Source: an optimization exercise on an open RTL-to-GDS flow (aim: small area, a short achievable clock period and few clock cycles). Production flows keep margins and buffers that such runs may drop.
In this exercise RTL edits were held to simulation tests only and were not proved equivalent to the original.
Power figures rest on the tool's default switching activity, not on a simulated workload.

== v6 ==
==> flow/design.v <==
module vm_core (
    input  wire         clk,
    input  wire         rst,
    input  wire [159:0] image,
    output reg  [1:0]   run_state,
    output reg  [1:0]   fault_kind,
    output reg  [15:0]  fault_addr,
    output reg  [7:0]   fault_opcode,
    output reg  [2:0]   fault_op,
    output wire [15:0]  ip,
    output wire [15:0]  r1,
    output wire [15:0]  r2,
    output wire [159:0] mem
);
    localparam [1:0] S_RUNNING   = 2'd0;
    localparam [1:0] S_HALTED    = 2'd1;
    localparam [1:0] S_EXHAUSTED = 2'd2;
    localparam [1:0] S_FAULTED   = 2'd3;
    localparam [1:0] K_NONE    = 2'd0;
    localparam [1:0] K_ILLEGAL = 2'd1;
    localparam [1:0] K_OOB     = 2'd2;
    localparam [2:0] OP_NONE    = 3'd0;
    localparam [2:0] OP_FETCH   = 3'd1;
    localparam [2:0] OP_OPERAND = 3'd2;
    localparam [2:0] OP_READ16  = 3'd3;
    localparam [2:0] OP_WRITE16 = 3'd4;
    localparam [2:0] OP_JUMP    = 3'd5;
    localparam [7:0] OPC_LOAD  = 8'h01;
    localparam [7:0] OPC_STORE = 8'h02;
    localparam [7:0] OPC_ADD   = 8'h03;
    localparam [7:0] OPC_SUB   = 8'h04;
    localparam [7:0] OPC_JMP   = 8'h05;
    localparam [7:0] OPC_JE    = 8'h06;
    localparam [7:0] OPC_ADDI  = 8'h07;
    localparam [7:0] OPC_HALT  = 8'hFF;
    reg [159:0] m;       
    reg [15:0]  x0;      
    reg [15:0]  x1;      
    reg [15:0]  x2;      
    reg         pend3;   
    reg         pend4;   
    assign ip  = x0;
    assign r1  = x1;
    assign r2  = x2;
    assign mem = m;
    wire pend = pend3 | pend4;
    wire [7:0] mb [0:19];
    genvar gi;
    generate
        for (gi = 0; gi < 20; gi = gi + 1) begin : g_mb
            assign mb[gi] = m[8*gi +: 8];
        end
    endgenerate
    wire [4:0] p0 = x0[4:0];
    wire [7:0] s16 [0:22];
    wire [7:0] s8  [0:14];
    wire [7:0] s4  [0:10];
    wire [7:0] s2  [0:8];
    wire [7:0] w0  [0:7];
    generate
        for (gi = 0; gi < 23; gi = gi + 1) begin : g_s16
            if (gi + 16 < 20)  assign s16[gi] = p0[4] ? mb[gi + 16] : mb[gi];
            else if (gi < 20)  assign s16[gi] = mb[gi];
            else               assign s16[gi] = mb[gi - 20];
        end
        for (gi = 0; gi < 15; gi = gi + 1) begin : g_s8
            assign s8[gi] = p0[3] ? s16[gi + 8] : s16[gi];
        end
        for (gi = 0; gi < 11; gi = gi + 1) begin : g_s4
            assign s4[gi] = p0[2] ? s8[gi + 4] : s8[gi];
        end
        for (gi = 0; gi < 9; gi = gi + 1) begin : g_s2
            assign s2[gi] = p0[1] ? s4[gi + 2] : s4[gi];
        end
        for (gi = 0; gi < 8; gi = gi + 1) begin : g_s1
            assign w0[gi] = p0[0] ? s2[gi + 1] : s2[gi];
        end
    endgenerate
    wire in0  = (x0[15:5] == 11'd0) && (p0 <= 5'd19);
    wire eq   = (x1 == x2);
    wire lead = !pend && in0 && (w0[0] == OPC_JE) && !eq && (p0 <= 5'd17);
    wire [7:0] opc = lead ? w0[2] : w0[0];
    wire [7:0] b1  = lead ? w0[3] : w0[1];
    wire [7:0] b2  = lead ? w0[4] : w0[2];
    wire [7:0] b3  = lead ? w0[5] : w0[3];
    wire [4:0] px  = lead ? p0 + 5'd2 : p0;
    wire       inx = lead | in0;
    wire is_load  = (opc == OPC_LOAD);
    wire is_store = (opc == OPC_STORE);
    wire is_add   = (opc == OPC_ADD);
    wire is_sub   = (opc == OPC_SUB);
    wire is_jmp   = (opc == OPC_JMP);
    wire is_je    = (opc == OPC_JE);
    wire is_addi  = (opc == OPC_ADDI);
    wire is_halt  = (opc == OPC_HALT);
    wire legal    = is_load | is_store | is_add | is_sub | is_jmp | is_je | is_addi;
    wire len3        = is_load | is_store | is_add | is_sub;
    wire operand_oob = (is_addi && px > 5'd16) || (len3 && px > 5'd17) ||
                       ((is_jmp || is_je) && px > 5'd18);
    wire b1_bad  = (b1 > 8'd2);
    wire b2_bad  = (b2 > 8'd2);
    wire bad_reg = ((is_load | is_store | is_addi) && b1_bad) ||
                   ((is_add | is_sub) && (b1_bad || b2_bad));
    wire addr_bad = (b2 > 8'd18);
    wire tgt_bad  = (b1 > 8'd19);
    wire taken    = is_jmp | (is_je & eq);
    reg [1:0]  st;
    reg [1:0]  f_kind;
    reg [15:0] f_addr;
    reg [7:0]  f_opc;
    reg [2:0]  f_op;
    always @* begin
        st     = S_RUNNING;
        f_kind = K_NONE;
        f_addr = 16'd0;
        f_opc  = 8'h00;
        f_op   = OP_NONE;
        if (!inx) begin
            if (!x0[15]) begin
                st = S_EXHAUSTED;
            end else begin
                st     = S_FAULTED;
                f_kind = K_OOB;
                f_addr = x0;
                f_op   = OP_FETCH;
            end
        end else if (is_halt) begin
            st = S_HALTED;
        end else if (!legal) begin
            st     = S_FAULTED;
            f_kind = K_ILLEGAL;
            f_addr = {11'd0, px};
            f_opc  = opc;
        end else if (operand_oob) begin
            st     = S_FAULTED;
            f_kind = K_OOB;
            f_addr = 16'd20;
            f_opc  = opc;
            f_op   = OP_OPERAND;
        end else if (bad_reg) begin
            st     = S_FAULTED;
            f_kind = K_ILLEGAL;
            f_addr = {11'd0, px};
            f_opc  = opc;
        end else if ((is_load | is_store) && addr_bad) begin
            st     = S_FAULTED;
            f_kind = K_OOB;
            f_addr = {8'h00, b2};
            f_opc  = opc;
            f_op   = is_load ? OP_READ16 : OP_WRITE16;
        end else if (taken && tgt_bad) begin
            st     = S_FAULTED;
            f_kind = K_OOB;
            f_addr = {8'h00, b1};
            f_opc  = opc;
            f_op   = OP_JUMP;
        end
    end
    always @* begin
        if (pend || lead) begin
            run_state    = S_RUNNING;
            fault_kind   = K_NONE;
            fault_addr   = 16'd0;
            fault_opcode = 8'h00;
            fault_op     = OP_NONE;
        end else begin
            run_state    = st;
            fault_kind   = f_kind;
            fault_addr   = f_addr;
            fault_opcode = f_opc;
            fault_op     = f_op;
        end
    end
    wire exec = !pend && (st == S_RUNNING);
    reg [15:0] src_a;    
    reg [15:0] src_b;    
    always @* begin
        case (b1[1:0])
            2'd0:    src_a = {11'd0, px};
            2'd1:    src_a = x1;
            default: src_a = x2;
        endcase
        case (b2[1:0])
            2'd0:    src_b = {11'd0, px};
            2'd1:    src_b = x1;
            default: src_b = x2;
        endcase
    end
    wire [4:0] pl = b2[4:0];
    wire [7:0] l16 [0:20];
    wire [7:0] l8  [0:8];
    wire [7:0] l4  [0:4];
    wire [7:0] l2  [0:2];
    wire [7:0] lw  [0:1];
    generate
        for (gi = 0; gi < 17; gi = gi + 1) begin : g_l16
            if (gi + 16 < 20) assign l16[gi] = pl[4] ? mb[gi + 16] : mb[gi];
            else              assign l16[gi] = mb[gi];
        end
        for (gi = 0; gi < 9; gi = gi + 1) begin : g_l8
            assign l8[gi] = pl[3] ? l16[gi + 8] : l16[gi];
        end
        for (gi = 0; gi < 5; gi = gi + 1) begin : g_l4
            assign l4[gi] = pl[2] ? l8[gi + 4] : l8[gi];
        end
        for (gi = 0; gi < 3; gi = gi + 1) begin : g_l2
            assign l2[gi] = pl[1] ? l4[gi + 2] : l4[gi];
        end
        for (gi = 0; gi < 2; gi = gi + 1) begin : g_l1
            assign lw[gi] = pl[0] ? l2[gi + 1] : l2[gi];
        end
    endgenerate
    wire [15:0] ld_word = {lw[1], lw[0]};
    wire [15:0] imm   = {b3, b2};
    wire [15:0] opb   = is_addi ? imm : (is_sub ? ~src_b : src_b);
    wire [15:0] alu   = src_a + opb + {15'd0, is_sub};
    wire wr_ip  = (is_load | is_addi) && (b1[1:0] == 2'd0);
    wire [15:0] wval = is_load ? ld_word : alu;
    wire [4:0] pn     = px + (is_addi ? 5'd4 : 5'd3);
    wire       t_ok   = (is_load | is_add | is_sub | is_addi) && !wr_ip;
    wire [7:0] t_opc  = lead ? (is_addi ? w0[6] : w0[5]) : (is_addi ? w0[4] : w0[3]);
    wire [7:0] t_b1   = lead ? (is_addi ? w0[7] : w0[6]) : (is_addi ? w0[5] : w0[4]);
    wire       trail  = t_ok && (pn <= 5'd18) && (t_opc == OPC_JMP) && (t_b1 <= 8'd19);
    reg [4:0] ip_next;
    always @* begin
        if (taken)             ip_next = b1[4:0];
        else if (is_je)        ip_next = px + 5'd2;
        else if (trail)        ip_next = t_b1[4:0];
        else                   ip_next = pn;
    end
    integer i;
    always @(posedge clk) begin
        if (rst) begin
            m     <= image;
            x0    <= 16'd0;
            x1    <= 16'd0;
            x2    <= 16'd0;
            pend3 <= 1'b0;
            pend4 <= 1'b0;
        end else if (pend) begin
            x0    <= x0 + (pend3 ? 16'd3 : 16'd4);
            pend3 <= 1'b0;
            pend4 <= 1'b0;
        end else if (exec) begin
            if (wr_ip) begin
                x0    <= wval;
                pend3 <= is_load;
                pend4 <= is_addi;
            end else begin
                x0    <= {11'd0, ip_next};
            end
            if (((is_load | is_addi) && b1[1:0] == 2'd1) || is_add || is_sub) x1 <= wval;
            if ((is_load | is_addi) && b1[1:0] == 2'd2) x2 <= wval;
            if (is_store) begin
                for (i = 0; i < 20; i = i + 1) begin
                    if (b2[4:0] == i)        m[8*i +: 8] <= (b2[0] == i[0]) ? src_a[7:0] : src_a[15:8];
                    if (b2[4:0] + 5'd1 == i) m[8*i +: 8] <= (b2[0] == i[0]) ? src_a[7:0] : src_a[15:8];
                end
            end
        end else if (lead) begin
            x0 <= {11'd0, px};
        end
    end
endmodule
export LEC_CHECK = 0
export ABC_AREA = 0
export CAP_MARGIN = 20
export CORE_MARGIN = 2
export CORE_UTILIZATION = 50
export SETUP_SLACK_MARGIN = 2
export SLEW_MARGIN = 20
create_clock -name core_clock -period 10.0 [get_ports {clk}]
run.sh (not shown) runs the stock make flow with config.mk's settings and CLKGATE_MAP_FILE= SYNTH_SCRIPT=/design/flow/synth_recipe.tcl, a recipe that flattens the netlist after the stock synthesis.
Testbench counts of v6, summed over its fixed seeds: cycles 42,873.
Edits applied to the flow inputs when going from v6 to v7:
- changing ABC_AREA from 0 to 1
==> summary.txt <==
Of v6 and v7, the lower die area belongs to v7. Diff v6 -> v7: number of buffer and inverter stages on the critical path rose by 3, count of placed standard cells in the final layout, fillers left out rose by 20%, total power of the final layout rose by 2.1 mW, final net count rose by 659. Looking at main combinational cell family by area after synthesis, the compound AO/OA/AOI/OAI gates result is from v6; the simple AND/OR/NAND/NOR gates one comes from v7. Of v7 and v6, it is v7 that has the higher register-to-register slack. Final worst-path cycle share was lower in v7 than in v6. Synthesized-area fraction occupied by xor and xnor cells: v7 < v6. v7 finished every stage and its layout cleared the timing, design-rule and antenna checks. Wire: v7 routes more than v6.

==> separate check: timing with driven ports <==
Ports are ideal in the flow. The routed layouts listed here were re-timed in OpenROAD.
Step 1, drivers: a clkbuf_16 drives clk and a buf_2 each remaining input, both assumed.
Step 2, shift: input delay + t, output delay - t, t = (earliest + latest rising clock arrival at the registers) / 2. This alone moves slack from input paths to output paths.
a / b / c = ideal ports / drivers / drivers and shift; a / b = the first two.
run | t (ns) | setup slack, ns | worst setup path after step 2
v6 | 0.617 | 2.074 / 2.014 / 2.391 | register to register
v7 | 0.601 | 2.139 / 2.086 / 2.559 | register to register
After both steps every run listed still meets setup and hold.
